Source: an optimization exercise on an open RTL-to-GDS flow (aim: small area, a short achievable clock period and few clock cycles per item). Production flows keep margins and buffers that such runs may drop.
RTL that was checked went through simulation tests only; none was proved equivalent to the original.
No activity file was given, so power comes from the tool's default toggle rates.

==> flow/design.v <==
module agon_crypto (
    input  wire       clk,
    input  wire       rst,               
    input  wire       req,               
    input  wire       we,                
    input  wire       peek,              
    input  wire [7:0] addr,              
    input  wire [7:0] wdata,             
    input  wire       op_allowed,        
    input  wire       write_protected,   
    output wire       busy,              
    output reg  [7:0] rdata              
);
    localparam [5:0] LAST_IDX  = 6'h03;
    localparam [5:0] BLOCK_IDX = 6'h04;
    localparam [5:0] STATE_IDX = 6'h18;
    function [31:0] rotr;
        input [31:0] x;
        input integer k;
        begin
            rotr = (x >> k) | (x << (32 - k));
        end
    endfunction
    function [31:0] big_s0;
        input [31:0] x;
        begin
            big_s0 = rotr(x, 2) ^ rotr(x, 13) ^ rotr(x, 22);
        end
    endfunction
    function [31:0] big_s1;
        input [31:0] x;
        begin
            big_s1 = rotr(x, 6) ^ rotr(x, 11) ^ rotr(x, 25);
        end
    endfunction
    function [31:0] small_s0;
        input [31:0] x;
        begin
            small_s0 = rotr(x, 7) ^ rotr(x, 18) ^ (x >> 3);
        end
    endfunction
    function [31:0] small_s1;
        input [31:0] x;
        begin
            small_s1 = rotr(x, 17) ^ rotr(x, 19) ^ (x >> 10);
        end
    endfunction
    function [31:0] iv;
        input [2:0] j;
        begin
            case (j)
                3'd0: iv = 32'h6a09e667; 3'd1: iv = 32'hbb67ae85;
                3'd2: iv = 32'h3c6ef372; 3'd3: iv = 32'ha54ff53a;
                3'd4: iv = 32'h510e527f; 3'd5: iv = 32'h9b05688c;
                3'd6: iv = 32'h1f83d9ab; default: iv = 32'h5be0cd19;
            endcase
        end
    endfunction
    localparam [2047:0] K_TABLE = {
        32'hc67178f2, 32'hbef9a3f7, 32'ha4506ceb, 32'h90befffa,
        32'h8cc70208, 32'h84c87814, 32'h78a5636f, 32'h748f82ee,
        32'h682e6ff3, 32'h5b9cca4f, 32'h4ed8aa4a, 32'h391c0cb3,
        32'h34b0bcb5, 32'h2748774c, 32'h1e376c08, 32'h19a4c116,
        32'h106aa070, 32'hf40e3585, 32'hd6990624, 32'hd192e819,
        32'hc76c51a3, 32'hc24b8b70, 32'ha81a664b, 32'ha2bfe8a1,
        32'h92722c85, 32'h81c2c92e, 32'h766a0abb, 32'h650a7354,
        32'h53380d13, 32'h4d2c6dfc, 32'h2e1b2138, 32'h27b70a85,
        32'h14292967, 32'h06ca6351, 32'hd5a79147, 32'hc6e00bf3,
        32'hbf597fc7, 32'hb00327c8, 32'ha831c66d, 32'h983e5152,
        32'h76f988da, 32'h5cb0a9dc, 32'h4a7484aa, 32'h2de92c6f,
        32'h240ca1cc, 32'h0fc19dc6, 32'hefbe4786, 32'he49b69c1,
        32'hc19bf174, 32'h9bdc06a7, 32'h80deb1fe, 32'h72be5d74,
        32'h550c7dc3, 32'h243185be, 32'h12835b01, 32'hd807aa98,
        32'hab1c5ed5, 32'h923f82a4, 32'h59f111f1, 32'h3956c25b,
        32'he9b5dba5, 32'hb5c0fbcf, 32'h71374491, 32'h428a2f98
    };
    localparam [2047:0] K_NEXT2 = {K_TABLE[63:0], K_TABLE[2047:64]};
    reg [31:0] H [0:7];      
    reg [31:0] B [0:15];     
    reg [5:0]  last;         
    reg        pend;         
    reg        p_zero, p_init, p_comp;
    reg        running;      
    reg        idle_e;       
    reg [6:0]  t;            
    reg [31:0] va, vb, vc, vd, ve, vf, vg;
    reg [31:0] W [0:15];     
    reg [31:0] us, uc;       
    reg [31:0] kreg;         
    wire go     = ~running & p_comp & ~p_init & ~p_zero;
    wire start  = pend & go;
    reg         pw_v;
    reg  [3:0]  pw_word;
    reg  [1:0]  pw_lane;
    reg  [7:0]  pw_dat;
    wire rd_hold = pend | running | pw_v;
    wire wr_hold = pend & ~go;
    wire        stream = running & (t <= 7'd13);     
    wire        stuck  = pw_v & stream & ({3'b000, pw_word} > t + 7'd2);
    reg         rb, wb;
    assign busy = we ? wb : rb;
    wire       accept   = req & ~busy;
    wire [5:0] idx      = addr[7:2];
    wire [1:0] lane     = addr[1:0];
    wire       wr_acc   = accept & we;
    wire       wr_do    = wr_acc & (peek | ~write_protected);
    wire [5:0] rd_idx   = (~peek & ~op_allowed) ? last : idx;
    wire       ctrl_wr  = wr_do & (addr == 8'h00);
    wire       op_zero  = wdata[4];
    wire       op_init  = ~wdata[4] & ((wdata & 8'h0e) == 8'h0a);
    wire       op_comp  = ~wdata[4] & ((wdata & 8'h0a) == 8'h0a);
    wire       ctrl_now = ctrl_wr & ~running & ~pend;
    wire       ctrl_q   = ctrl_wr & (running | pend);
    wire       exec_q   = pend & ~running;
    wire       blk_wr   = wr_do & (idx >= BLOCK_IDX) & (idx < BLOCK_IDX + 6'd16);
    wire [3:0] blk_word = idx[3:0] - BLOCK_IDX[3:0];
    wire       pend_n   = ~rst & (ctrl_q | (ctrl_now ? op_comp : (exec_q ? p_init : pend)));
    wire       p_zero_n = ctrl_q ? op_zero : (~ctrl_now & p_zero);
    wire       p_init_n = ctrl_q ? op_init : (~ctrl_now & ~exec_q & p_init);
    wire       p_comp_n = ctrl_q ? op_comp : (ctrl_now | p_comp);
    wire       run_n    = ~rst & (start | (running & (t != 7'd64)));
    wire [6:0] t_n      = (rst | start) ? 7'd0 : (running ? t + 7'd1 : t);
    wire       pw_v_n   = ~rst & (stuck ? pw_v : blk_wr);
    wire [3:0] pw_word_n = stuck ? pw_word : blk_word;
    wire       go_n     = ~run_n & p_comp_n & ~p_init_n & ~p_zero_n;
    wire       stuck_n  = pw_v_n & run_n & (t_n <= 7'd13) & ({3'b000, pw_word_n} > t_n + 7'd2);
    reg [15:0] bsel;         
    reg [7:0]  hsel;         
    reg [31:0] rd_word;
    integer    q;
    always @(*) begin
        for (q = 0; q < 16; q = q + 1)
            bsel[q] = stream ? (t[3:0] + 4'd2 == q) : (rd_idx == BLOCK_IDX + q);
        for (q = 0; q < 8; q = q + 1)
            hsel[q] = ~stream & ((rd_idx == STATE_IDX + q) | ((q == 7) && (rd_idx == LAST_IDX)));
        rd_word = 32'h0;
        for (q = 0; q < 16; q = q + 1)
            rd_word = rd_word | (B[q] & {32{bsel[q]}});
        for (q = 0; q < 8; q = q + 1)
            rd_word = rd_word | (H[q] & {32{hsel[q]}});
    end
    wire [31:0] maj    = (va & vb) ^ (va & vc) ^ (vb & vc);
    wire [31:0] a_new  = big_s0(va) + maj + us + uc;
    wire [31:0] e_new  = vd + us + uc;
    wire [31:0] e_d    = idle_e ? H[4] : e_new;
    wire [31:0] f_d    = idle_e ? H[5] : ve;
    wire [31:0] g_d    = idle_e ? H[6] : vf;
    wire [31:0] hkw_nx = vg + kreg + W[15];
    wire [31:0] u_x    = big_s1(e_d);
    wire [31:0] u_y    = (e_d & f_d) ^ (~e_d & g_d);
    wire [31:0] us_nx  = hkw_nx ^ u_x ^ u_y;
    wire [31:0] uc_nx  = {(hkw_nx[30:0] & u_x[30:0]) | (hkw_nx[30:0] & u_y[30:0]) |
                          (u_x[30:0] & u_y[30:0]), 1'b0};
    reg  [31:0] wq;
    wire [31:0] wq_nx  = W[10] + small_s0(W[2]) + W[1];
    wire [31:0] wnew   = small_s1(W[14]) + wq;
    wire [31:0] b_strm = rd_word;
    wire        fin    = running & (t >= 7'd61);
    wire [31:0] sum_a  = H[3] + va;
    wire [31:0] sum_e  = H[7] + ve;
    wire [7:0]  b_dat  = pw_dat & {8{~rst}};
    wire        ex_zero = (ctrl_now & op_zero) | (exec_q & p_zero);
    wire        ex_init = (ctrl_now & op_init) | (exec_q & p_init);
    wire [31:0] h7_n    = rst ? 32'h0 : (fin ? H[6] : (ex_zero ? 32'h0 :
                          (ex_init ? iv(3'd7) : H[7])));
    reg  [31:0] b0_n;
    integer     m;
    always @(*)
        for (m = 0; m < 4; m = m + 1)
            b0_n[8*m +: 8] = (rst | (pw_v & ~stuck & (pw_word == 4'd0) & (pw_lane == m))) ?
                             b_dat : B[0][8*m +: 8];
    integer i, j, l;
    always @(posedge clk) begin
        rdata <= rd_word[8*lane +: 8];
    end
    always @(posedge clk) begin
        pw_v    <= pw_v_n;
        pw_word <= pw_word_n;
        if (~stuck) begin
            pw_lane <= lane;
            pw_dat  <= wdata;
        end
        for (j = 0; j < 16; j = j + 1)
            for (l = 0; l < 4; l = l + 1)
                if (rst | (pw_v & ~stuck & (pw_word == j) & (pw_lane == l)))
                    B[j][8*l +: 8] <= b_dat;
    end
    always @(posedge clk) begin
        us <= us_nx;
        wq <= wq_nx;
        uc <= uc_nx;
        ve <= e_d;
        vf <= f_d;
        vg <= start ? H[6] : (run_n ? vf : h7_n);
        for (i = 0; i < 14; i = i + 1)
            W[i] <= W[i + 1];
        W[15] <= start ? B[1] : (run_n ? (stream ? b_strm : wnew) : b0_n);
        kreg  <= start ? K_TABLE[63:32] : (run_n ? K_NEXT2[32*t[5:0] +: 32] : K_TABLE[31:0]);
        if (~running) begin
            va <= H[0]; vb <= H[1]; vc <= H[2]; vd <= H[3];
            W[14] <= B[0];
        end else begin
            vd <= vc;
            vc <= vb;
            vb <= va;
            va <= a_new;
            W[14] <= W[15];
        end
        if (rst) begin
            for (i = 0; i < 8; i = i + 1)
                H[i] <= 32'h0;
            last    <= 6'h0;
        end else begin
            if (accept & ~peek & (we | op_allowed))
                last <= idx;
            if (fin) begin
                H[0] <= sum_a; H[1] <= H[0]; H[2] <= H[1]; H[3] <= H[2];
                H[4] <= sum_e; H[5] <= H[4]; H[6] <= H[5]; H[7] <= H[6];
            end else if (ex_zero) begin
                for (i = 0; i < 8; i = i + 1)
                    H[i] <= 32'h0;
            end else if (ex_init) begin
                for (i = 0; i < 8; i = i + 1)
                    H[i] <= iv(i);
            end
        end
    end
    always @(posedge clk) begin
        pend    <= pend_n;
        p_zero  <= p_zero_n;
        p_init  <= p_init_n;
        p_comp  <= p_comp_n;
        running <= run_n;
        idle_e  <= ~run_n | (t_n == 7'd64);
        t       <= t_n;
        rb      <= pend_n | run_n | pw_v_n;
        wb      <= (pend_n & ~go_n) | stuck_n;
    end
endmodule
export LEC_CHECK = 0
export ABC_CLOCK_PERIOD_IN_PS = 4000
export CAP_MARGIN = 20
export CORE_MARGIN = 2
export CORE_UTILIZATION = 40
export CTS_BUF_LIST = sky130_fd_sc_hd__clkbuf_8
export CTS_CLUSTER_DIAMETER = 50
export CTS_CLUSTER_SIZE = 18
export PLACE_DENSITY = 0.6
export SETUP_SLACK_MARGIN = 5
export SLEW_MARGIN = 20
create_clock -name core_clock -period 10.0 [get_ports {clk}]
standard.sh (not shown) runs the stock make flow with config.mk's settings and CLKGATE_MAP_FILE= SYNTH_SCRIPT=/design/flow/synth_recipe.tcl, a recipe that flattens the netlist after the stock synthesis.
==> flow/flow/run.sh <==
#!/bin/bash
# The standard layout (the standard.sh: standard synthesis, ORFS
# floorplan to finish at the design's clock and constraints), with these
# settings changed:
#  - clock tree synthesis inserts no dummy load cells (and uses the buffer
#    list and sink clustering from config.mk),
#  - pin placement keeps the we input next to the busy output (flow/io.tcl).
# Each tool's output goes to ORFS's own logs; make's output to standard.log.
set -euo pipefail
bash standard.sh SETUP_SLACK_MARGIN=5.6 \
  "CTS_ARGS=-sink_clustering_enable -repair_clock_nets -dont_use_dummy_load -buf_list sky130_fd_sc_hd__clkbuf_8 -sink_clustering_size 18 -sink_clustering_max_diameter 50" \
  "IO_CONSTRAINTS=$PWD/flow/io.tcl" \
  finish > standard.log 2>&1
==> flow/flow/io.tcl <==
# Pin placement constraint: keep the we input next to the busy output, whose
# path from we is the shortest input-to-output path.
set_io_pin_constraint -group -order -pin_names {we busy}
The first run finished clean.
Testbench counts at the start, summed over its fixed seeds: cycles 14,722, blocks 129.
Rerun with:
--- a/flow/design.v
+++ b/flow/design.v
@@ -96,9 +96,9 @@
     wire rd_hold = pend | running | pw_v;
     wire wr_hold = pend & ~go;
     wire        stream = running & (t <= 7'd13);     
-    wire        stuck  = pw_v & stream & ({3'b000, pw_word} > t + 7'd2);
+    reg         stuck;       
     reg         rb, wb;
-    assign busy = we ? wb : rb;
+    assign busy = wb | (~we & rb);
     wire       accept   = req & ~busy;
     wire [5:0] idx      = addr[7:2];
     wire [1:0] lane     = addr[1:0];
@@ -235,5 +235,6 @@
         t       <= t_n;
         rb      <= pend_n | run_n | pw_v_n;
         wb      <= (pend_n & ~go_n) | stuck_n;
+        stuck   <= stuck_n;
     end
 endmodule
Effect:
- The new run finished clean
- setup slack loses 0.091 ns
- core utilization is higher by 0.22 points
- global-route usage is higher by 0.40 points
- non-clock buffer count is higher by 73
- power is lower by 0.53%
- clock skew is higher by 0.035 ns
- synthesized cell count is higher by 2.2%
- critical path depth is higher by 11
Function not checked in the second run of this note: the RTL went through the layout flow alone.

re-timing with driven ports:
Ports are ideal in the flow. The routed layouts listed here were re-timed in OpenROAD.
Step 1 assumes that a clkbuf_16 drives the clock port and a buf_2 every other input.
Step 2 moves the port delays by t, midway between the first and last clock arrival at a register: inputs arrive t later, outputs are due t later. That takes back most of the time a late clock gives input paths.
Three values: ideal ports, drivers, drivers and shift; two values: the first two.
| run | t (ns) | slack for setup (ns) | latest minus earliest clock arrival (ns) |
|---|---|---|---|
| the first run | 1.003 | 5.471 / 5.421 / 4.580 | 0.115 / 0.114 |
| the second run | 1.020 | 5.380 / 5.380 / 4.451 | 0.170 / 0.169 |
After both steps every run listed still meets setup and hold. The setup slack of the second run, which loses most, moves by 0.000 ns with the drivers and by -0.929 ns with both steps.
